Background: an optimization exercise with open tools, aiming at small area, a short achievable clock period and few clock cycles. Do not read the settings as production practice.
Only simulation tests tie the RTL to the original design; equivalence was not proved.
Power is estimated from default activity; no workload was simulated.

==> flow/design.v <==
module crc16_psa (
    input  wire        clk,
    input  wire        rst,
    input  wire        host_req,
    input  wire        host_we,
    input  wire [3:0]  host_idx,
    input  wire [15:0] host_wdata,
    output reg         host_ack,
    output reg  [15:0] host_rdata,
    output reg         bus_req,
    output reg  [1:0]  bus_cmd,
    output reg  [7:0]  bus_wdata,
    input  wire        bus_ack,
    input  wire        bus_err,
    input  wire [7:0]  bus_rdata
);
    localparam [7:0] DEV_W = 8'hA0, DEV_R = 8'hA1;
    localparam [1:0] B_START = 2'd0, B_WRITE = 2'd1, B_READ = 2'd2, B_STOP = 2'd3;
    localparam [2:0] Q_IDLE = 3'd0, Q_START_W = 3'd1, Q_ADDR_HI = 3'd2, Q_ADDR_LO = 3'd3,
                     Q_WDATA = 3'd4, Q_START_R = 3'd5, Q_RDATA = 3'd6, Q_STOP = 3'd7;
    function [15:0] crc_step(input [15:0] a, input [7:0] b);
        reg [7:0] x;
        begin
            x = a[15:8] ^ b;
            x = x ^ {4'b0000, x[7:4]};
            crc_step = {a[7:0], 8'h00} ^ {x[3:0], 12'h000} ^ {3'b000, x, 5'b00000} ^ {8'h00, x};
        end
    endfunction
    reg        rst_q;
    reg [15:0] acc, addr, len, ptr;
    reg [7:0]  buf_mem [0:63];
    reg        e_bus, e_ill, e_busy, e_range;
    reg        s_we;
    reg [3:0]  s_idx;
    reg        s_busy;
    reg        s_c1, s_c2, s_c3, s_c10, s_c11, s_c20, s_hz;
    reg [2:0]  q;
    reg        q_read;
    reg        busy;         
    reg [4:0]  settle_cnt;
    reg [6:0]  ra;           
    reg        w_en;
    reg [5:0]  w_addr;
    reg [7:0]  wb;
    reg [15:0] pref;
    reg [6:0]  plen;
    reg        eng;
    reg        eng_req;      
    reg        eng_ph;       
    reg        app2, app3;   
    reg        store_ok, len_le64, len_le62;
    wire [7:0] rd_byte = buf_mem[ra[5:0]];
    wire       ptr_ok  = (ptr[15:6] == 10'd0);
    wire       zero    = (acc == 16'h0000);
    wire       stop_rd = bus_req && (q == Q_STOP) && q_read;
    wire       ack_ok  = host_req && !host_ack && !rst_q && !eng &&
                         !((app2 || app3) && (host_idx == 4'd7 || host_idx == 4'd1)) &&
                         !(w_en && host_idx == 4'd1);
    wire       len_le64_now = (len[15:7] == 9'd0) && (!len[6] || len[5:0] == 6'd0);
    wire       crcb_slow = host_we && (host_idx == 4'd1) && host_wdata[1] && !host_wdata[0] &&
                           !busy && len_le64_now && (len[6:0] != plen);
    wire       ack_set = ack_ok && !crcb_slow;
    wire       eng_start = eng_req && !eng;
    wire [6:0] end_lo = {1'b0, addr[5:0]} + len[6:0];
    wire       store_ok_now = (len[15:7] == 9'd0) && (len[6:0] != 7'd0) &&
                              (!len[6] || len[5:0] == 6'd0) && !addr[15] &&
                              (addr[14:6] != 9'h1FF || !end_lo[6] || end_lo[5:0] == 6'd0);
    wire       st_go   = ack_ok && host_we && (host_idx == 4'd1) &&
                         (host_wdata[15:1] == 15'h0008) && !busy && store_ok_now;
    always @(posedge clk) begin
        rst_q  <= rst;
        s_we   <= host_we;
        s_idx  <= host_idx;
        s_busy <= busy;
        s_hz   <= (host_wdata[15:8] == 8'h00);
        s_c1   <= (host_wdata == 16'h0001);
        s_c2   <= (host_wdata == 16'h0002);
        s_c3   <= (host_wdata == 16'h0003);
        s_c10  <= (host_wdata == 16'h0010);
        s_c11  <= (host_wdata == 16'h0011);
        s_c20  <= (host_wdata == 16'h0020);
        if (rst)
            host_ack <= 1'b0;
        else
            host_ack <= ack_set;
        eng_req <= ack_ok && crcb_slow;
        if (host_idx[3])
            host_rdata <= 16'h0000;
        else case (host_idx[2:0])
            3'd0: host_rdata <= {8'h00, e_range, e_busy, e_ill, e_bus, 2'b00, zero,
                                 busy && !(stop_rd && bus_ack)};
            3'd2: host_rdata <= acc;
            3'd4: host_rdata <= addr;
            3'd5: host_rdata <= len;
            3'd6: host_rdata <= ptr;
            3'd7: host_rdata <= {8'h00, (busy || !ptr_ok) ? 8'h00 : rd_byte};
            default: host_rdata <= 16'h0000;
        endcase
    end
    wire i_cmd = (s_idx == 4'd1), i_crc = (s_idx == 4'd3), i_addr = (s_idx == 4'd4),
         i_len = (s_idx == 4'd5), i_ptr = (s_idx == 4'd6), i_data = (s_idx == 4'd7);
    reg illegal;
    always @(*) begin
        if (s_idx[3])
            illegal = 1'b1;
        else if (!s_we)
            illegal = i_cmd || i_crc;
        else case (s_idx[2:0])
            3'd0, 3'd2: illegal = 1'b1;
            3'd1:       illegal = !(s_c1 || s_c2 || s_c3 || s_c10 || s_c11 || s_c20);
            3'd3, 3'd7: illegal = !s_hz;
            default:    illegal = 1'b0;
        endcase
    end
    wire plain = !s_we && !s_idx[3] && (s_idx[2:0] == 3'd0 || s_idx[2:0] == 3'd2 ||
                                        s_idx[2:0] == 3'd4 || s_idx[2:0] == 3'd5 ||
                                        s_idx[2:0] == 3'd6);
    wire range_bad = i_data ? !ptr_ok :
                     (s_we && i_cmd) ? ((s_c2 && !len_le64) || (s_c3 && !len_le62) ||
                                        ((s_c10 || s_c11) && !store_ok)) : 1'b0;
    wire x      = host_ack && !rst_q;      
    wire x_ill  = x && illegal;
    wire x_bsy  = x && !illegal && s_busy && !plain;
    wire x_rng  = x && !illegal && !(s_busy && !plain) && range_bad;
    wire x_op   = x && !illegal && !(s_busy && !plain) && !range_bad;
    wire x_cmd  = x_op && s_we && i_cmd;
    wire x_dw   = x_op && s_we && i_data;
    wire x_dr   = x_op && !s_we && i_data;
    wire x_app  = x_cmd && s_c3;
    wire x_crcb = x_cmd && s_c2;
    wire x_st   = x_cmd && (s_c10 || s_c11);
    wire x_clr  = x_cmd && s_c20;
    wire done    = bus_req && bus_ack;
    wire bus_wr  = done && (q == Q_RDATA) && !bus_err;
    wire eng_fin = eng && !eng_ph && (plen == len[6:0]);
    wire eng_wr  = eng && !eng_ph && (plen != len[6:0]);
    wire settling = busy && (q == Q_IDLE);    
    always @(posedge clk) begin
        if (w_en)
            buf_mem[w_addr] <= wb;
    end
    always @(posedge clk) begin
        w_en <= !rst_q && (x_dw || x_app || app2 || eng_wr || bus_wr);
        if (x_dw)
            w_addr <= ptr[5:0];
        else if (x_app)
            w_addr <= len[5:0];
        else if (app2)
            w_addr <= len[5:0] - 6'd1;
        else
            w_addr <= ra[5:0];
        if (busy) begin
            case (q)
                Q_ADDR_HI: wb <= addr[7:0];
                Q_ADDR_LO: wb <= q_read ? DEV_R : rd_byte;
                Q_WDATA:   wb <= rd_byte;
                Q_RDATA:   wb <= bus_rdata;
                default:   wb <= addr[15:8];
            endcase
        end else if (x_dw)
            wb <= host_wdata[7:0];
        else if (x_app)
            wb <= acc[15:8];
        else if (app2)
            wb <= acc[7:0];
        else if (eng)
            wb <= rd_byte;
        else
            wb <= addr[15:8];
    end
    wire [15:0] acc_step = crc_step(acc, host_wdata[7:0]);
    wire [6:0]  ptr_inc  = ptr[6:0] + 7'd1;
    always @(posedge clk) begin
        if (rst_q) begin
            acc <= 16'hFFFF; addr <= 16'h0000; len <= 16'h0000; ptr <= 16'h0000;
            e_ill <= 1'b0; e_busy <= 1'b0; e_range <= 1'b0;
            app2 <= 1'b0; app3 <= 1'b0;
        end else begin
            app2 <= x_app;
            app3 <= app2;
            if (x_ill)  e_ill   <= 1'b1;
            if (x_bsy)  e_busy  <= 1'b1;
            if (x_rng)  e_range <= 1'b1;
            if (x_clr) begin e_ill <= 1'b0; e_busy <= 1'b0; e_range <= 1'b0; end
            if (x_op && s_we && i_crc) acc <= acc_step;
            if (x_cmd && s_c1)         acc <= 16'hFFFF;
            if (x_crcb)                acc <= pref;
            if (x_op && s_we && i_addr) addr <= host_wdata;
            if (x_op && s_we && i_len)  len  <= host_wdata;
            if (x_app)                  len  <= {9'd0, len[6:0] + 7'd2};
            if (x_op && s_we && i_ptr)  ptr  <= host_wdata;
            if (x_dw || x_dr)           ptr  <= {9'd0, ptr_inc};
        end
    end
    always @(posedge clk) begin
        len_le64 <= (len[15:7] == 9'd0) && (!len[6] || len[5:0] == 6'd0);
        store_ok <= store_ok_now;
        len_le62 <= (len[15:6] == 10'd0) && (len[5:0] != 6'b111111);
    end
    wire        w_ext   = (w_addr == plen[5:0]) && !plen[6];
    wire [15:0] w_step  = crc_step(w_ext ? pref : 16'hFFFF, wb);
    always @(posedge clk) begin
        if (rst_q) begin
            pref <= 16'hFFFF; plen <= 7'd0;
            eng <= 1'b0; eng_ph <= 1'b0;
        end else begin
            if (w_en) begin
                if (w_ext || w_addr == 6'd0) begin
                    pref <= w_step;
                    plen <= w_ext ? plen + 7'd1 : 7'd1;
                end else begin
                    pref <= 16'hFFFF;
                    plen <= 7'd0;
                end
            end
            if (eng_start) begin
                eng <= 1'b1;
                eng_ph <= 1'b0;
                pref <= 16'hFFFF;
                plen <= 7'd0;
            end
            if (eng_fin)
                eng <= 1'b0;
            else if (eng)
                eng_ph <= !eng_ph;
        end
    end
    always @(posedge clk) begin
        if (rst || rst_q)
            bus_req <= 1'b0;
        else if (st_go)
            bus_req <= 1'b1;
        else if (done && q == Q_STOP)
            bus_req <= 1'b0;
    end
    always @(posedge clk) begin
        if (rst_q) begin
            q <= Q_IDLE; q_read <= 1'b0;
            busy <= 1'b1; settle_cnt <= 5'd30;
            bus_cmd <= B_START; bus_wdata <= DEV_W;
            e_bus <= 1'b0;
            ra <= 7'd0;
        end else begin
            if (x_clr) e_bus <= 1'b0;
            if (settling) begin
                if (settle_cnt == 5'd0) begin
                    busy <= 1'b0;
                end else
                    settle_cnt <= settle_cnt - 5'd1;
            end
            if (x_op && s_we && i_ptr)
                ra <= {1'b0, host_wdata[5:0]};
            if (x_dw || x_dr)
                ra <= {1'b0, ptr_inc[5:0]};
            if (eng_start)
                ra <= 7'd0;
            if (eng_wr)
                ra <= ra + 7'd1;
            if (eng_fin)
                ra <= {1'b0, ptr[5:0]};
            if (x_st) begin
                q <= Q_START_W; q_read <= s_c11; busy <= 1'b1;
                ra <= 7'd0;
            end
            if (done) begin
                if (q == Q_STOP) begin
                    q <= Q_IDLE;
                    bus_cmd <= B_START; bus_wdata <= DEV_W;
                    ra <= {1'b0, ptr[5:0]};
                    if (q_read)
                        busy <= 1'b0;
                    else
                        settle_cnt <= 5'd30;
                end else if (bus_err) begin
                    e_bus <= 1'b1;
                    q <= Q_STOP; bus_cmd <= B_STOP;
                end else begin
                    case (q)
                    Q_START_W: begin q <= Q_ADDR_HI; bus_cmd <= B_WRITE; bus_wdata <= wb; end
                    Q_ADDR_HI: begin q <= Q_ADDR_LO; bus_cmd <= B_WRITE; bus_wdata <= wb; end
                    Q_ADDR_LO: begin
                        bus_wdata <= wb;
                        if (q_read) begin
                            q <= Q_START_R; bus_cmd <= B_START;
                        end else begin
                            q <= Q_WDATA; bus_cmd <= B_WRITE;
                            ra <= ra + 7'd1;
                        end
                    end
                    Q_WDATA: begin
                        if (ra == len[6:0]) begin
                            q <= Q_STOP; bus_cmd <= B_STOP;
                        end else begin
                            bus_wdata <= wb;
                            ra <= ra + 7'd1;
                        end
                    end
                    Q_START_R: begin q <= Q_RDATA; bus_cmd <= B_READ; end
                    default: begin  
                        ra <= ra + 7'd1;
                        if (ra + 7'd1 == len[6:0]) begin
                            q <= Q_STOP; bus_cmd <= B_STOP;
                        end
                    end
                    endcase
                end
            end
        end
    end
endmodule
==> flow/flow/run.sh <==
#!/bin/bash
set -euo pipefail
bash standard.sh SETUP_SLACK_MARGIN=6.85 \
  "BUFFER_PORTS_ARGS=-buffer_cell sky130_fd_sc_hd__buf_2" \
  "CTS_ARGS=-sink_clustering_enable -repair_clock_nets -sink_clustering_size 50 -sink_clustering_max_diameter 55 -dont_use_dummy_load" \
  finish > flow_make.log 2>&1
==> flow/standard.sh <==
#!/bin/bash
# synth_recipe.tcl (not shown) runs the flow's synth.tcl, then flattens the netlist and writes it again
# the make line also repeats each setting of config.mk as NAME=value (left out here)
make -C /OpenROAD-flow-scripts/flow DESIGN_CONFIG=/design/flow/config.mk WORK_HOME=/design/flow/orfs CLKGATE_MAP_FILE= SYNTH_SCRIPT=/design/flow/synth_recipe.tcl "${@:-finish}"
==> flow/config.mk <==
export PLATFORM = sky130hd
export DESIGN_NAME = crc16_psa
export DESIGN_NICKNAME = crc16_psa
export VERILOG_FILES = /design/flow/design.v
export SDC_FILE = /design/flow/constraint.sdc
export NUM_CORES = 4
export LEC_CHECK = 0
export ABC_AREA = 1
export CAP_MARGIN = 20
export CORE_MARGIN = 2
export CORE_UTILIZATION = 65
export SLEW_MARGIN = 20
==> flow/constraint.sdc <==
create_clock -name core_clock -period 10.0 [get_ports {clk}]
set_input_delay 2.0000 -clock core_clock [delete_from_list [all_inputs] [get_ports {clk}]]
set_output_delay 2.0000 -clock core_clock [all_outputs]
set_load 0.01 [all_outputs]
==> results of run 1 <==
[state kept, by name, summed over array words and instances, names as in the netlist, 2 cells and up]
signal / count
acc: 16
addr: 16
buf_mem: 512
bus_cmd: 2
bus_wdata: 8
host_rdata: 16
len: 16
plen: 7
pref: 16
ptr: 16
q: 3
ra: 7
s_idx: 4
settle_cnt: 5
w_addr: 6
wb: 8
[what timing repair did]
item	in CTS	in global routing
resized for setup	6	17
gates cloned	0	0
setup endpoints to repair	36	20
setup buffers	0	0
endpoints found under the hold margin	0	0
[power by group through the flow]
stage | registers [mW] | clock network, mW | logic (mW)
after detailed placement | 3.08 | 0 | 0.0683
after global placement | 3.08 | 0 | 0.0674
after floorplan | 3.08 | 0 | 0.0376
after global routing | 3.02 | 1.83 | 0.0764
final | 3.02 | 1.73 | 0.0716
after CTS | 3.02 | 1.73 | 0.0688
[worst min-delay path by stage]
stage,depth (start not counted),startpoint,endpoint,slack (ns)
6_report,2,bus_wdata[5],bus_wdata[5],0.46
5_1_grt,2,bus_cmd[1],bus_cmd[1],0.48
4_1_cts,2,bus_wdata[5],bus_wdata[5],0.46
3_5_place_dp,2,bus_wdata[5],bus_wdata[5],0.45
3_3_place_gp,2,bus_wdata[7],bus_wdata[7],0.44
2_1_floorplan,0,busy,s_busy,0.33
[Yosys cell counts, types with 7 or more instances]
| master | count |
|---|---|
| nand2_1 | 632 |
| nor4_1 | 20 |
| buf_4 | 7 |
| o22ai_1 | 93 |
| inv_2 | 13 |
| o21ai_1 | 14 |
| dfxtp_1 | 173 |
| nor3_1 | 27 |
| buf_2 | 51 |
| o221ai_1 | 12 |
| edfxtp_1 | 512 |
| clkbuf_1 | 95 |
| a221oi_1 | 16 |
| nand4_1 | 24 |
| a211oi_1 | 15 |
| xor2_1 | 39 |
| a21boi_0 | 51 |
| nand3_1 | 138 |
| o211ai_1 | 16 |
| o21ai_0 | 296 |
| inv_1 | 196 |
| a21oi_1 | 194 |
| ha_1 | 16 |
| xnor2_1 | 19 |
| nor2_1 | 368 |
| a31oi_1 | 8 |
[tightest hold or removal path: cells and delay by family, from the launching register on]
kind / cells / cell delay (ns)
simple gates: 1 / 0.05
compound gates: 1 / 0.06
flops: 1 / 0.32
[logic make-up after synthesis]
| group | after synthesis | share of synthesized area [%] |
|---|---|---|
| buffers and inverters | 371 | 4.898 |
| adders and majority gates | 17 | 0.7237 |
| DFF | 685 | 61.91 |
| AOI/OAI and AO/OA | 734 | 13.76 |
| xor gates and xnor gates | 59 | 1.723 |
| and+or+nand+nor | 1244 | 16.99 |
[area by class of cell]
type / count / area (um2) / area share, %
inverter: 212 / 809.5 / 2.505
tap: 607 / 759.5 / 2.350
clock buffer: 47 / 1176 / 3.639
sequential: 685 / 18860 / 58.34
multi-input combinational: 2054 / 10110 / 31.29
timing repair buffer: 95 / 605.6 / 1.874
[stage by stage]
stage / setup WS, ns / std cells / hold WS [ns] / power [mW] / utilization, %
3_3_place_gp: 6.389 / 3653 / 0.4382 / 3.150 / 67.04
6_report: 6.896 / 3700 / 0.4571 / 4.824 / 69.72
4_1_cts: 6.836 / 3700 / 0.4610 / 4.821 / 69.62
2_1_floorplan: 6.877 / 3110 / 0.3290 / 3.120 / -
5_1_grt: 6.859 / 3700 / 0.4795 / 4.925 / 69.72
3_5_place_dp: 6.374 / 3653 / 0.4471 / 3.151 / 67.05
[per-layer routing]
metal | global-route usage [%] | up-vias
li1 | - | 10750
met1 | 53.71 | 11420
met2 | 53.08 | 1433
met3 | 8.014 | 183
met4 | 11.03 | 0
met5 | 0 | -
==> metrics.cfg, run 1 <==
[cells_and_area]
drive_gt1_share_pct = 6.596
num_antenna_cells = 0
final_cell_mix = nand2_1, edfxtp_1, nor2_1
design_area_um2 = 32320
mostFrequentLayoutCell = nand2_1
num-nets-final = 3146
fillers = 3487
area_growth_pct = 6.230

[setup_path]
cp_max_fo = 1
r2r-end = wb[5]
critical_path_class = reg -> out
worstPathArrival_ns = 1.10
endpoint = host_rdata[10]
cp-end-kind = output pin
cp_cell_sequence = buf_2
worstSetupStartpoint = host_rdata[10]
crit_buf_inv = 1
critical_path.top_delay_family = flip-flops
r2r-start = ptr[6]
reg2reg_depth = 13
cp.depth = 1
r2r_setup_slack_ns = 6.95
cp_slowest_cell = dfxtp_1
crit_path_max_incr_delay_ns = 0.36
required_ns = 8.00
worstSetupStartpointType = register

[timing]
worstMarginPinSlew_ns = 1.027
tns_ns = 0
timing.slew.headroom_pct = 31.10
setup_violations = 0
slew_violations = 0
fin_worst_skew_ns = 0.05358
fmax_mhz = 322.1
hold_violations = 0
rsz0062_at_grt = false
fin_crit_ns = 3.104
post-route-period-util_pct = 31.04

[die]
io_pins = 62
dieHeight_um = 220.4
core_area_um2 = 46360
die_x_um = 220.4
die-area_um2 = 48560
initial_utilization_pct = 65.63
rows = 79

[yosys]
ys_seq_elements = 685
synthTopCellsByArea = edfxtp_1, dfxtp_1, nand2_1, o21ai_0, nor2_1
syn-instance-count = 3110
synthesis.nets = 3161
yosys.area.top_type_share_pct = 50.53
async_reset_ff_share_pct = 0
ys_seq_area_share_pct = 61.91
ys_warn_count = 1
synth_area_um2 = 30430
synth_area_per_cell_um2 = 9.783
ys.flop_type = edfxtp_1
yosysUniqueCellTypes = 58
synth_edf_count = 512
synth_top_area_cell = edfxtp_1

[route]
vias_per_cell = 6.428
drc_errors = 0
postRouteAntennaNets = 0
wl_met1_um = 35600
first_pass_iters = 7
drtIter0Drc = 3505
wl_met2_um = 38480
vias = 23790
routed_wl_um = 87620
top_layer_used = met4
wl_per_cell_um = 23.68
met3_length_um = 10760

[pwr]
p_int_mw = 3.865
sequentialPowerShare_pct = 62.6
p_comb_share_pct = 1.5
clock_power_share_pct = 35.9
pwr_density_cell_nw_per_um2 = 149.3
vdd_drop_max_mv = 0.1396
p_leak_nw = 12.31
p_sw_mw = 0.9592
p_sw_share_pct = 19.88

[placed_design]
port_buffers = 61
place_congestion = 0.9804
dpl.hpwl_um = 55620
placed_cell_area_um2 = 31080

[clocking]
cts_buffers = 47
cts_tree = built
htreeDepth = 2
clk_pin_slew_worst_paths_ns = 0.07
hold_buffers = 0
insertion_delay_ns = 0.63
cts_root_buf = clkbuf_16
cts_sinks = 685
clk_path_buf_depth = 3

[flow_run]
drv_cap = 0

[global_route]
grt_overflow = 0
grt_max_degree = 111
grt_pass1_wl_um = 130500
antenna_found_initial = 0
first_global_vias = 21490
grt_use_total_pct = 36.00

[status]
status = finished clean

[min_path]
hp-class = reg -> reg

Testbench counts, summed over its fixed seeds: cycles 53,130.
==> run 2: changes to the inputs <==
--- a/flow/config.mk
+++ b/flow/config.mk
@@ -8,5 +8,5 @@
 export ABC_AREA = 1
 export CAP_MARGIN = 20
 export CORE_MARGIN = 2
-export CORE_UTILIZATION = 65
+export CORE_UTILIZATION = 40
 export SLEW_MARGIN = 20
==> run 2 against run 1 <==
Sequential power about the same. Total power fell by 0.49%. Sequential share of layout area fell by 0.88 points. Clock-buffer cell count is 2 lower. Clock power hardly changed. Maximum frequency grew 0.20%. Register-to-register slack improved by 0.03 ns. First-iteration DRC count down 27%. Worst setup slack gained 0.0063 ns. Critical endpoint is now bus_wdata[5]. Cell count grew 9.9%. Non-clock buffer count decreased by 1.
==> metrics.cfg, run 2 <==
[timing]
tns_ns = 0  ; unchanged
post-route-period-util_pct = 30.98  ; -0.063 points
fmax_mhz = 322.8  ; +0.20%
fin_worst_skew_ns = 0.05344  ; -0.0001395 ns
slew_violations = 0  ; unchanged
rsz0062_at_grt = true
hold_slack_ns = 0.4577  ; +0.0006210 ns
worstMarginPinSlew_ns = 1.051  ; +0.02449 ns
setup_violations = 0  ; unchanged
hold_violations = 0  ; unchanged
worst_slack_ns = 6.902  ; +0.006340 ns
timing.slew.headroom_pct = 29.71  ; -1.4 points
fin_crit_ns = 3.098  ; -0.006340 ns

[route]
routed_wl_um = 90750  ; +3.6%
drc_errors = 0  ; unchanged
first_pass_iters = 5  ; -2
vias_per_cell = 5.691  ; -11%
wl_per_cell_um = 22.31  ; -5.8%
drtIter0Drc = 2550  ; -27%
vias = 23150  ; -2.7%
postRouteAntennaNets = 0  ; unchanged

[die]
rows = 101  ; +28%
dieHeight_um = 279.8  ; +27%
die-area_um2 = 78290  ; +61%
die_x_um = 279.8  ; +27%
io_pins = 62  ; unchanged
core_area_um2 = 75570  ; +63%
initial_utilization_pct = 40.26  ; -25 points

[pwr]
sequentialPowerShare_pct = 62.9  ; +0.3 points
p_comb_share_pct = 1.5  ; about the same
p_sw_share_pct = 20.17  ; +0.29 points
p_leak_nw = 12.31  ; about the same
p_int_mw = 3.832  ; -0.85%
vdd_drop_max_mv = 0.1053  ; -25%
finalPower_mw = 4.801  ; -0.49%
p_sw_mw = 0.9684  ; +0.96%
pwr_density_cell_nw_per_um2 = 146.3  ; -2.0%
clock_power_share_pct = 35.6  ; -0.3 points

[yosys]
synth_area_per_cell_um2 = 9.783  ; unchanged
synthesis.nets = 3161  ; unchanged
synth_top_area_cell = edfxtp_1
ys.flop_type = edfxtp_1
yosysUniqueCellTypes = 58  ; unchanged
syn-instance-count = 3110  ; unchanged
yosys.area.top_type_share_pct = 50.53  ; unchanged
synthTopCellsByArea = edfxtp_1, dfxtp_1, nand2_1, o21ai_0, nor2_1
async_reset_ff_share_pct = 0  ; unchanged
synth_most_common_cell = nand2_1
ys_seq_elements = 685  ; unchanged
ys_seq_area_share_pct = 61.91  ; unchanged
synth_area_um2 = 30430  ; unchanged
synth_edf_count = 512  ; unchanged
netlist_top_cells_count = nand2_1, edfxtp_1, nor2_1
ys_warn_count = 1  ; unchanged

[placed_design]
dpl_worst_slack_ns = 6.357  ; -0.01697 ns
placed_cell_area_um2 = 31550  ; +1.5%
place_congestion = 0.9273  ; -5.4%
dpl.hpwl_um = 55280  ; -0.62%
dpl.cell_count = 4021  ; +10%
port_buffers = 61  ; unchanged

[cells_and_area]
regArea_um2 = 18860  ; unchanged
regMostFlops = buf_mem
multi_input_area_um2 = 10150  ; +0.31%
drive_gt1_share_pct = 6.537  ; -0.058 points
final_cells = 4068  ; +9.9%
area_growth_pct = 7.854
design_area_um2 = 32820  ; +1.5%
largest_reg_flops = 512  ; unchanged
num_antenna_cells = 0  ; unchanged
utilization_pct = 43.43  ; -26 points
mostFrequentLayoutCell = nand2_1
fillers = 7247  ; +110%
num-nets-final = 3143  ; -0.095%
final_cell_mix = nand2_1, edfxtp_1, nor2_1

[setup_path]
r2r-start = w_addr[2]
r2r-end = buf_mem[11][6]
r2r_setup_slack_ns = 6.98  ; +0.03 ns
critical_path_class = reg -> out
cp-end-kind = output pin
cp_cell_sequence = buf_2
crit_path_max_incr_delay_ns = 0.37  ; about the same
cp_max_fo = 2  ; +1
worstPathArrival_ns = 1.10  ; about the same
critical_path.top_delay_family = flip-flops
worstSetupStartpointType = register
cp_slowest_cell = dfxtp_1
required_ns = 8.00  ; about the same
crit_buf_inv = 1  ; unchanged
reg2reg_depth = 3  ; -10

[global_route]
antenna_found_initial = 1  ; +1
first_global_vias = 21340  ; -0.71%
grt_max_degree = 101  ; -9.0%
grt_use_total_pct = 22.62  ; -13 points
grt_pass1_wl_um = 135100  ; +3.6%
grt_overflow = 0  ; unchanged

[min_path]
hp-start = bus_cmd[0]
hold_depth = 2  ; unchanged
hp-class = reg -> reg
hold-path-endpoint = bus_cmd[0]

[clocking]
clk_path_buf_depth = 3  ; unchanged
insertion_delay_ns = 0.62  ; about the same
cts_buffers = 45  ; -4.3%
cts_sinks = 685  ; unchanged
cts_root_buf = clkbuf_16
postCtsSetupBuffers = 0  ; unchanged
cts_tree = built
htreeDepth = 2  ; unchanged
clk_pin_slew_worst_paths_ns = 0.05  ; -0.02 ns

[flow_run]
drv_cap = 0  ; unchanged

[status]
status = finished clean

run 2: cell counts after synthesis:
Identical to the previous run, type by type.
run 2: layout make-up:
cell class	instances	area share (%)
Tap cell	978	3.729
Sequential cell	685	57.46
Clock buffer	45	3.431
Inverter	212	2.448
Multi-Input combinational cell	2054	30.92
Timing Repair Buffer	94	2.013
run 2: cells by family after synthesis:
family,count (synthesis),share of synthesized area [%]
simple gates,1244,16.99
buf+inv,371,4.898
flops,685,61.91
fa+ha+maj,17,0.7237
xor+xnor,59,1.723
compound gates,734,13.76
run 2: repair_timing:
action	4_1_cts	5_1_grt
gates cloned	1	1
setup endpoints to repair	39	25
pin swaps	0	0
hold endpoints to repair	0	0
hold buffers	0	0
gates resized for setup	8	11
run 2: power by group through the flow:
stage,sequential (mW),combinational (mW),clock (mW)
after floorplan,3.08,0.0376,0
after global placement,3.08,0.0683,0
after detailed placement,3.08,0.0681,0
after CTS,3.02,0.0687,1.73
after global routing,3.02,0.0765,1.82
final,3.02,0.0709,1.71
run 2: how the worst max path moves through the flow:
stage             startpoint            end  slack (ns)  cells past startpoint
2_1_floorplan  host_wdata[4]         acc[5]        6.88                      6
3_3_place_gp     host_idx[0]  host_rdata[6]        6.39                      7
3_5_place_dp     host_idx[0]  host_rdata[1]        6.36                      7
4_1_cts                ra[0]          wb[1]        6.86                     14
5_1_grt          host_idx[0]  host_rdata[7]        6.84                      6
6_report        bus_wdata[5]   bus_wdata[5]        6.90                      1
run 2: layer usage:
metal | vias up | wire length, um | track usage (%)
met3 | 158 | 7622 | 3.695
li1 | 10730 | - | -
met1 | 11280 | 39970 | 33.01
met4 | 2 | 2907 | 7.528
met5 | - | 13 | 0
met2 | 987 | 40240 | 34.26
==> run 3: changes to the inputs <==
--- a/flow/design.v
+++ b/flow/design.v
@@ -45,10 +45,8 @@
     reg [15:0] pref;
     reg [6:0]  plen;
     reg        eng;
-    reg        eng_req;      
     reg        eng_ph;       
     reg        app2, app3;   
-    reg        store_ok, len_le64, len_le62;
     wire [7:0] rd_byte = buf_mem[ra[5:0]];
     wire       ptr_ok  = (ptr[15:6] == 10'd0);
     wire       zero    = (acc == 16'h0000);
@@ -60,7 +58,7 @@
     wire       crcb_slow = host_we && (host_idx == 4'd1) && host_wdata[1] && !host_wdata[0] &&
                            !busy && len_le64_now && (len[6:0] != plen);
     wire       ack_set = ack_ok && !crcb_slow;
-    wire       eng_start = eng_req && !eng;
+    wire       eng_start = ack_ok && crcb_slow;
     wire [6:0] end_lo = {1'b0, addr[5:0]} + len[6:0];
     wire       store_ok_now = (len[15:7] == 9'd0) && (len[6:0] != 7'd0) &&
                               (!len[6] || len[5:0] == 6'd0) && !addr[15] &&
@@ -83,7 +81,6 @@
             host_ack <= 1'b0;
         else
             host_ack <= ack_set;
-        eng_req <= ack_ok && crcb_slow;
         if (host_idx[3])
             host_rdata <= 16'h0000;
         else case (host_idx[2:0])
@@ -115,9 +112,10 @@
     wire plain = !s_we && !s_idx[3] && (s_idx[2:0] == 3'd0 || s_idx[2:0] == 3'd2 ||
                                         s_idx[2:0] == 3'd4 || s_idx[2:0] == 3'd5 ||
                                         s_idx[2:0] == 3'd6);
+    wire len_le62 = (len[15:6] == 10'd0) && (len[5:0] != 6'b111111);
     wire range_bad = i_data ? !ptr_ok :
-                     (s_we && i_cmd) ? ((s_c2 && !len_le64) || (s_c3 && !len_le62) ||
-                                        ((s_c10 || s_c11) && !store_ok)) : 1'b0;
+                     (s_we && i_cmd) ? ((s_c2 && !len_le64_now) || (s_c3 && !len_le62) ||
+                                        ((s_c10 || s_c11) && !store_ok_now)) : 1'b0;
     wire x      = host_ack && !rst_q;      
     wire x_ill  = x && illegal;
     wire x_bsy  = x && !illegal && s_busy && !plain;
@@ -192,11 +190,6 @@
             if (x_dw || x_dr)           ptr  <= {9'd0, ptr_inc};
         end
     end
-    always @(posedge clk) begin
-        len_le64 <= (len[15:7] == 9'd0) && (!len[6] || len[5:0] == 6'd0);
-        store_ok <= store_ok_now;
-        len_le62 <= (len[15:6] == 10'd0) && (len[5:0] != 6'b111111);
-    end
     wire        w_ext   = (w_addr == plen[5:0]) && !plen[6];
     wire [15:0] w_step  = crc_step(w_ext ? pref : 16'hFFFF, wb);
     always @(posedge clk) begin
==> run 3 against run 2 <==
Still clean. Combinational power grew 14%. Global-route usage grew 1.9 points. Sequential share of layout area shrank 1.7 points. Utilization grew 1.9 points. Synthesized cell count shrank 4.8%. Cell count shrank 2.4%. Critical path depth grew 11. Non-clock buffer count grew 49. Sequential cell count shrank 4. Total power grew 3.7%. Sequential power is essentially flat. Critical endpoint is now pref[13].
==> metrics.cfg, run 3 <==
[status]
status = finished clean

[yosys]
yosysUniqueCellTypes = 65  ; +12%
synthTopCellsByArea = edfxtp_1, dfxtp_1, o21ai_0, nor2_1, nand2_1
ys.flop_type = edfxtp_1
synth_top_area_cell = edfxtp_1
synth_top_family_by_area = compound AO/OA/AOI/OAI gates
synthAdderAreaFrac_pct = 0.7320  ; +0.0082 points
ys_warn_count = 1  ; unchanged
synth_edf_count = 512  ; unchanged
synth-simple-area-share_pct = 14.29  ; -2.7 points
yosys.area.top_type_share_pct = 51.11  ; +0.58 points
netlist_top_cells_count = edfxtp_1, nor2_1, o21ai_0
synthesis.nets = 3013  ; -4.7%
synth_area_per_cell_um2 = 10.16  ; +3.8%
yosys.area_share.xor_xnor_pct = 2.034  ; +0.31 points
syn-instance-count = 2962  ; -4.8%
ys_seq_elements = 681  ; -0.58%
synth_compound_area_share_pct = 15.37  ; +1.6 points
async_reset_ff_share_pct = 0  ; unchanged
synth_most_common_cell = edfxtp_1
ys_seq_area_share_pct = 62.35  ; +0.44 points
synth.area.mux_share_pct = 0.3993  ; +0.40 points
synth_area_um2 = 30080  ; -1.1%

[die]
die_x_um = 278.2  ; -0.56%
initial_utilization_pct = 40.41  ; +0.15 points
io_pins = 62  ; unchanged
die-area_um2 = 77420  ; -1.1%
rows = 100  ; -0.99%
dieHeight_um = 278.2  ; -0.56%
core_area_um2 = 74450  ; -1.5%

[setup_path]
cp.depth = 12  ; +11
critical_path_class = in -> reg
r2r-start = addr[0]
cp-end-kind = register
critical_path.top_delay_family = simple AND/OR/NAND/NOR gates
cp_max_fo = 14  ; +12
r2r-end = len[5]
r2r_setup_slack_ns = 6.88  ; -0.10 ns
cp_slowest_cell = nor2_4
crit_path_max_incr_delay_ns = 0.23  ; -0.14 ns
worstPathArrival_ns = 3.70  ; +2.60 ns
crit_buf_inv = 4  ; +3
reg2reg_depth = 19  ; +16
cp_cell_sequence = buf_2 -> inv_2 -> nor3_2 -> inv_1 -> nor2_1 -> o22ai_1 -> nand3_2 -> nor2_4 -> nor2_4 -> clkinv_4 -> a21oi_1 -> o21ai_1
critPathMostFrequentCell = nor2_4
required_ns = 10.51  ; +2.51 ns
worstSetupStartpointType = input pin

[global_route]
grt_pass1_wl_um = 143200  ; +6.0%
grt_use_met1_pct = 33.52  ; +0.51 points
busiest_layer = met2
antenna_found_initial = 1  ; unchanged
grt_overflow = 0  ; unchanged
grt_use_total_pct = 24.49  ; +1.9 points
grtUsageMet2_pct = 38.51  ; +4.3 points
first_global_vias = 22440  ; +5.2%
grt_max_degree = 76  ; -25%
grtUsageMet3_pct = 4.752  ; +1.1 points

[placed_design]
place_congestion = 0.9574  ; +3.2%
dpl.hpwl_um = 60650  ; +9.7%
dpl.cell_count = 3860  ; -4.0%
port_buffers = 61  ; unchanged

[timing]
slew_violations = 0  ; unchanged
post-route-period-util_pct = 31.92  ; +0.94 points
hold_violations = 0  ; unchanged
fmax_mhz = 313.3  ; -2.9%
fin_worst_skew_ns = 0.06692  ; +0.01348 ns
fin_crit_ns = 3.192  ; +0.09414 ns
setup_violations = 0  ; unchanged
rsz0062_at_grt = true
tns_ns = 0  ; unchanged
worstMarginPinSlew_ns = 1.040  ; -0.01118 ns
timing.slew.headroom_pct = 30.41  ; +0.70 points

[route]
drtIter0Drc = 2941  ; +15%
drc_errors = 0  ; unchanged
first_pass_iters = 6  ; +1
vias = 23570  ; +1.8%
vias_per_cell = 5.935  ; +4.3%
routed_wl_um = 97860  ; +7.8%
postRouteAntennaNets = 0  ; unchanged
wl_per_cell_um = 24.64  ; +10%

[cells_and_area]
drive_gt1_share_pct = 12.19  ; +5.7 points
final_cell_mix = edfxtp_1, nor2_1, o21ai_0
num_antenna_cells = 0  ; unchanged
area_growth_pct = 12.17
num-nets-final = 3055  ; -2.8%
utilization_pct = 45.33  ; +1.9 points
final_cells = 3971  ; -2.4%
mostFrequentLayoutCell = edfxtp_1
regMostFlops = buf_mem
largest_reg_flops = 512  ; unchanged

[clocking]
clk_pin_slew_worst_paths_ns = 0.05  ; about the same
cts_tree = built
cts_root_buf = clkbuf_16
cts_sinks = 681  ; -0.58%
insertion_delay_ns = 0.65  ; +0.03 ns
htreeDepth = 2  ; unchanged
cts_buffers = 54  ; +20%
clk_path_buf_depth = 3  ; unchanged

[min_path]
hp-class = reg -> reg
hold_depth = 2  ; unchanged
hp-start = bus_wdata[0]
hold-path-endpoint = bus_wdata[0]

[pwr]
pwr_density_cell_nw_per_um2 = 147.5  ; +0.84%
vdd_drop_max_mv = 0.1455  ; +38%
p_leak_nw = 12.63  ; +2.6%

[flow_run]
drv_cap = 0  ; unchanged

[run 3: cell types whose count changed in the layout (fill, tap and decap cells not counted), sizes merged, moves of 15 or more]
| cell | change |
|---|---|
| inv | -18 |
| nor3 | +15 |
| a21oi | -76 |
| nand2 | -297 |
| buf | +49 |
| o22ai | +69 |
| a21boi | -51 |
| o21ai | +96 |
| o211ai | +28 |
| nor2 | +100 |
| nand3 | -35 |
[run 3: final cells by class]
class | instances | area [um2]
fillers | 6846 | 40700
flip-flops and latches | 681 | 18820
multi-input cells | 1921 | 10250
clock buffers | 54 | 1351
repair buffers | 143 | 1267
well taps | 969 | 1212
inverters | 202 | 830.8
repair inverters | 1 | 8.758
[run 3: timing repair]
action | 4_1_cts | 5_1_grt
gates cloned | 3 | 2
buffers inserted | 32 | 20
hold buffers | 0 | 0
pin swaps | 11 | 28
resized for setup | 91 | 106
setup endpoints to repair | 142 | 131
[run 3: worst max-delay path by stage]
stage | startpoint | to | slack, ns
2_1_floorplan | host_idx[3] | ra[6] | 6.56
3_3_place_gp | len[1] | wb[3] | 5.31
3_5_place_dp | len[1] | wb[3] | 5.34
4_1_cts | ra[0] | wb[3] | 6.82
5_1_grt | host_idx[2] | pref[13] | 6.73
6_report | host_idx[2] | pref[13] | 6.81
[run 3: per-stage QoR]
| step | instance area (um2) | hold slack, ns | total power [mW] | setup slack, ns |
|---|---|---|---|---|
| detailed placement | 31200 | 0.4649 | 3.139 | 5.341 |
| global route | 33740 | 0.4921 | 5.092 | 6.732 |
| CTS | 33190 | 0.4733 | 4.986 | 6.824 |
| floorplan | 30160 | 0.3492 | 3.108 | 6.557 |
| finish | 33740 | 0.4725 | 4.978 | 6.808 |
| global placement | 31200 | 0.4399 | 3.138 | 5.313 |
[run 3: per-layer routing]
metal	part of all wire, %	routed length [um]
met1	42	41070
met2	45	44460
met3	8.8	8567
met4	3.8	3754
met5	0.0092	9
[run 3: kinds of logic (layout without fill, tap and decap cells)]
| family | after synthesis | count (layout) |
|---|---|---|
| AND/OR/NAND/NOR | 1016 | 1018 |
| AO/OA/AOI/OAI | 808 | 808 |
| flip-flops | 681 | 681 |
| buffers and inverters | 362 | 400 |
| XOR/XNOR | 66 | 66 |
| adder cells (fa/ha/maj) | 17 | 17 |
| multiplexers | 12 | 12 |
[run 3: worst min-delay path, stage by stage, from the launching register on]
cell	delay (ns)
dfxtp_1	0.31
nand2_1	0.06
a21oi_1	0.05
[run 3: power by group]
| group | switching, mW | total [mW] | internal (mW) |
|---|---|---|---|
| combinational | 0.0560 | 0.0811 | 0.0251 |
| clock | 0.950 | 1.89 | 0.945 |
| sequential | 0.00495 | 3.00 | 3.00 |
| total | 1.01 | 4.98 | 3.97 |
Testbench counts of run 3, summed over its fixed seeds: cycles 53,130.
==> run 4: changes to the inputs <==
--- a/flow/design.v
+++ b/flow/design.v
@@ -33,7 +33,13 @@
     reg        s_we;
     reg [3:0]  s_idx;
     reg        s_busy;
-    reg        s_c1, s_c2, s_c3, s_c10, s_c11, s_c20, s_hz;
+    wire       s_hz  = (host_wdata[15:8] == 8'h00);
+    wire       s_c1  = (host_wdata == 16'h0001);
+    wire       s_c2  = (host_wdata == 16'h0002);
+    wire       s_c3  = (host_wdata == 16'h0003);
+    wire       s_c10 = (host_wdata == 16'h0010);
+    wire       s_c11 = (host_wdata == 16'h0011);
+    wire       s_c20 = (host_wdata == 16'h0020);
     reg [2:0]  q;
     reg        q_read;
     reg        busy;         
@@ -70,13 +76,6 @@
         s_we   <= host_we;
         s_idx  <= host_idx;
         s_busy <= busy;
-        s_hz   <= (host_wdata[15:8] == 8'h00);
-        s_c1   <= (host_wdata == 16'h0001);
-        s_c2   <= (host_wdata == 16'h0002);
-        s_c3   <= (host_wdata == 16'h0003);
-        s_c10  <= (host_wdata == 16'h0010);
-        s_c11  <= (host_wdata == 16'h0011);
-        s_c20  <= (host_wdata == 16'h0020);
         if (rst)
             host_ack <= 1'b0;
         else
==> run 4 against run 3 <==
Sequential share of layout area fell by 3.2 points. Worst setup slack worse by 0.86 ns. Clock skew is 0.0084 ns lower. Utilization up 2.4 points. Clock-buffer cell count shrank 2. Combinational power is 45% higher. Via count rose by 3.6%. Wire length grew 3.3%. Critical path depth grew 12. Hold slack worse by 0.0041 ns. Largest cell class unchanged.
==> metrics.cfg, run 4 <==
[clocking]
insertion_delay_ns = 0.66  ; about the same
cts_sinks = 674  ; -1.0%
clk_pin_slew_worst_paths_ns = 0.07  ; +0.02 ns
cts_root_buf = clkbuf_16
cts_tree = built
htreeDepth = 2  ; unchanged
clk_path_buf_depth = 3  ; unchanged
hold_buffers = 0  ; unchanged
cts_buffers = 52  ; -3.7%

[pwr]
pwr_density_cell_nw_per_um2 = 139.7  ; -5.3%
vdd_drop_max_mv = 0.1171  ; -20%
finalPower_mw = 4.950  ; -0.57%
p_leak_nw = 13.91  ; +10%

[yosys]
ys_seq_area_share_pct = 62.38  ; about the same
ys.flop_type = edfxtp_1
yosysUniqueCellTypes = 52  ; -20%
ys_warn_count = 1  ; unchanged
ys_seq_elements = 674  ; -1.0%
syn-instance-count = 2993  ; +1.0%
yosys.area.top_type_share_pct = 51.51  ; +0.40 points
synth_area_per_cell_um2 = 9.972  ; -1.8%
synth_edf_count = 512  ; unchanged
synth_top_area_cell = edfxtp_1
synth_most_common_cell = edfxtp_1
synthTopCellsByArea = edfxtp_1, dfxtp_1, o21ai_0, nor2_1, nand2_1
async_reset_ff_share_pct = 0  ; unchanged
synthesis.nets = 3044  ; +1.0%
synth_area_um2 = 29850  ; -0.79%
netlist_top_cells_count = edfxtp_1, nor2_1, o21ai_0

[cells_and_area]
regMostFlops = buf_mem
num_antenna_cells = 0  ; unchanged
design_area_um2 = 35430  ; +5.0%
drive_gt1_share_pct = 18.20  ; +6.0 points
fillers = 6623  ; -3.3%
num-nets-final = 3180  ; +4.1%
final_cell_mix = edfxtp_1, nor2_1, o21ai_0
mostFrequentLayoutCell = edfxtp_1
area_growth_pct = 18.71
largest_reg_flops = 512  ; unchanged

[die]
io_pins = 62  ; unchanged
die-area_um2 = 76820  ; -0.77%
die_x_um = 277.2  ; -0.39%
initial_utilization_pct = 40.23  ; -0.18 points
core_area_um2 = 74200  ; -0.34%
dieHeight_um = 277.2  ; -0.39%
rows = 100  ; unchanged

[min_path]
hp-start = bus_wdata[3]
hold_depth = 2  ; unchanged
hp-class = reg -> reg
hold-path-endpoint = bus_wdata[3]

[timing]
slew_violations = 0  ; unchanged
fmax_mhz = 247.1  ; -21%
fin_worst_skew_ns = 0.05847  ; -0.008444 ns
rsz0062_at_grt = true
timing.slew.headroom_pct = 5.686  ; -25 points
post-route-period-util_pct = 40.48  ; +8.6 points
tns_ns = 0  ; unchanged
setup_violations = 0  ; unchanged
fin_crit_ns = 4.048  ; +0.8555 ns
hold_violations = 0  ; unchanged
worstMarginPinSlew_ns = 1.404  ; +0.3639 ns

[setup_path]
cp_slowest_cell = buf_6
cp_cell_sequence = buf_6 -> nor2_4 -> nand2_2 -> nor2_4 -> nand3_4 -> nand2_1 -> nor2_1 -> nand2_1 -> nand2_2 -> nand2_2 -> buf_4 -> buf_4 -> buf_4 -> buf_4 -> buf_4 -> buf_4 -> buf_4 -> buf_4 -> buf_4 -> buf_4 -> buf_4 -> buf_4 -> nand3_2 -> a21oi_2
critPathMostFrequentCell = buf_4
required_ns = 10.48  ; -0.03 ns
critical_path_class = in -> reg
worstPathArrival_ns = 4.53  ; +0.83 ns
r2r-end = acc[8]
reg2reg_depth = 24  ; +5
worstSetupStartpointType = input pin
crit_path_max_incr_delay_ns = 0.16  ; -0.07 ns
cp-end-kind = register
r2r_setup_slack_ns = 6.21  ; -0.67 ns
r2r-start = len[0]
cp_max_fo = 6  ; -8

[route]
drtIter0Drc = 2762  ; -6.1%
vias_per_cell = 5.962  ; +0.45%
routed_wl_um = 101100  ; +3.3%
first_pass_iters = 7  ; +1
vias = 24420  ; +3.6%
drc_errors = 0  ; unchanged
postRouteAntennaNets = 0  ; unchanged
wl_per_cell_um = 24.67  ; +0.12%

[placed_design]
dpl.hpwl_um = 59550  ; -1.8%
port_buffers = 61  ; unchanged
place_congestion = 0.9448  ; -1.3%
placed_cell_area_um2 = 31010  ; -0.62%

[global_route]
grt_max_degree = 78  ; +2.6%
grt_use_total_pct = 25.44  ; +0.95 points
grt_pass1_wl_um = 148300  ; +3.6%
grt_overflow = 0  ; unchanged
antenna_found_initial = 1  ; unchanged
first_global_vias = 23180  ; +3.3%

[status]
status = finished clean

[flow_run]
drv_cap = 0  ; unchanged

-- run 4: cell types whose count changed after synthesis, sizes merged, moves of 9 or more --
| cell | delta |
|---|---|
| a211oi | -9 |
| a21oi | +18 |
| buf | -15 |
| clkbuf | +23 |
| inv | -13 |
| mux2i | -12 |
| nand2 | +36 |
| nand3 | -10 |
| nor2 | +23 |
| o21ai | +11 |
| o221ai | +15 |
-- run 4: power by group --
group	leakage [nW]	switching (mW)	internal, mW	total, mW
sequential	7.20	0.00370	2.97	2.97
combinational	6.07	0.0759	0.0422	0.118
clock	0.641	0.945	0.912	1.86
-- run 4: cells by family after synthesis --
logic type / after synthesis / share of synthesized area (%)
flops: 674 / 62.38
buf+inv: 356 / 4.687
simple gates: 1058 / 14.56
fa+ha+maj: 17 / 0.7378
xor+xnor: 67 / 1.991
compound gates: 821 / 15.65
-- run 4: how the worst max path moves through the flow --
stage	start	end	slack [ns]
6_report	host_wdata[2]	e_busy	5.95
2_1_floorplan	host_wdata[15]	acc[10]	6.04
4_1_cts	host_wdata[12]	acc[13]	6.12
3_3_place_gp	host_wdata[11]	wb[7]	4.72
3_5_place_dp	host_wdata[11]	wb[2]	4.69
5_1_grt	host_wdata[14]	acc[5]	5.85
-- run 4: timing repair --
action	in CTS	in global routing
gates resized for setup	330	139
setup endpoints to repair	141	137
buffers inserted	92	46
gates cloned	15	4
pin swaps	73	67
-- run 4: layout make-up --
| class | count | area (um2) | share of cell area (%) |
|---|---|---|---|
| sequential | 674 | 18640 | 52.60 |
| multi-input combinational | 1973 | 11100 | 31.34 |
| timing repair buffer | 235 | 2302 | 6.498 |
| clock buffer | 52 | 1301 | 3.673 |
| tap | 969 | 1212 | 3.422 |
| inverter | 188 | 827.0 | 2.334 |
| timing repair inverter | 5 | 46.29 | 0.1307 |
-- run 4: layer usage --
metal | global-route usage, % | vias to the layer above | wire (um)
met5 | 0 | - | 0
met1 | 36.00 | 12010 | 42400
met3 | 4.708 | 250 | 9584
met2 | 38.89 | 1301 | 45160
li1 | - | 10860 | -
met4 | 9.588 | 0 | 3921
-- run 4: worst max-delay path, delay by kind of cell --
family | cells | cell delay, ns
buffers and inverters | 13 | 1.66
AOI/OAI and AO/OA | 1 | 0.06
and+or+nand+nor | 10 | 0.80
-- run 4: through the flow --
stage / hold WS [ns] / util, % / instances / setup WS (ns)
after floorplan: 0.4003 / - / 2993 / 6.044
after global placement: 0.4446 / 41.79 / 3885 / 4.716
after detailed placement: 0.4589 / 41.79 / 3885 / 4.692
after CTS: 0.4694 / 46.46 / 4044 / 6.119
after global routing: 0.4905 / 47.75 / 4096 / 5.855
final: 0.4684 / 47.75 / 4096 / 5.952
Testbench counts of run 4, summed over its fixed seeds: cycles 53,130.

afterwards: timing with drivers on the ports:
The results above use ideal ports. As a check the final layouts listed here were re-extracted and re-timed, cells and wires unchanged.
Step 1, drivers: a clkbuf_16 drives clk and a buf_2 each remaining input, both assumed.
Step 2 moves the port delays by t, midway between the first and last clock arrival at a register: inputs arrive t later, outputs are due t later. That takes back most of the time a late clock gives input paths.
Slacks: no drivers / after step 1 / after step 2; pairs: no drivers / after step 1.
run	t, ns	setup WS [ns]	worst slew at a driven data input, ns	pins driven straight from the clock port
run 1	0.658	6.896 / 6.835 / 6.328	0.03	1
run 2	0.654	6.902 / 6.839 / 6.417	0.04	1
run 3	0.671	6.808 / 6.790 / 6.169	0.06	1
run 4	0.691	5.952 / 5.936 / 5.245	0.09	1
After both steps setup and hold are still met in every run listed. For run 4, which loses most, drivers alone change the setup slack by -0.016 ns; drivers and shift together by -0.707 ns.
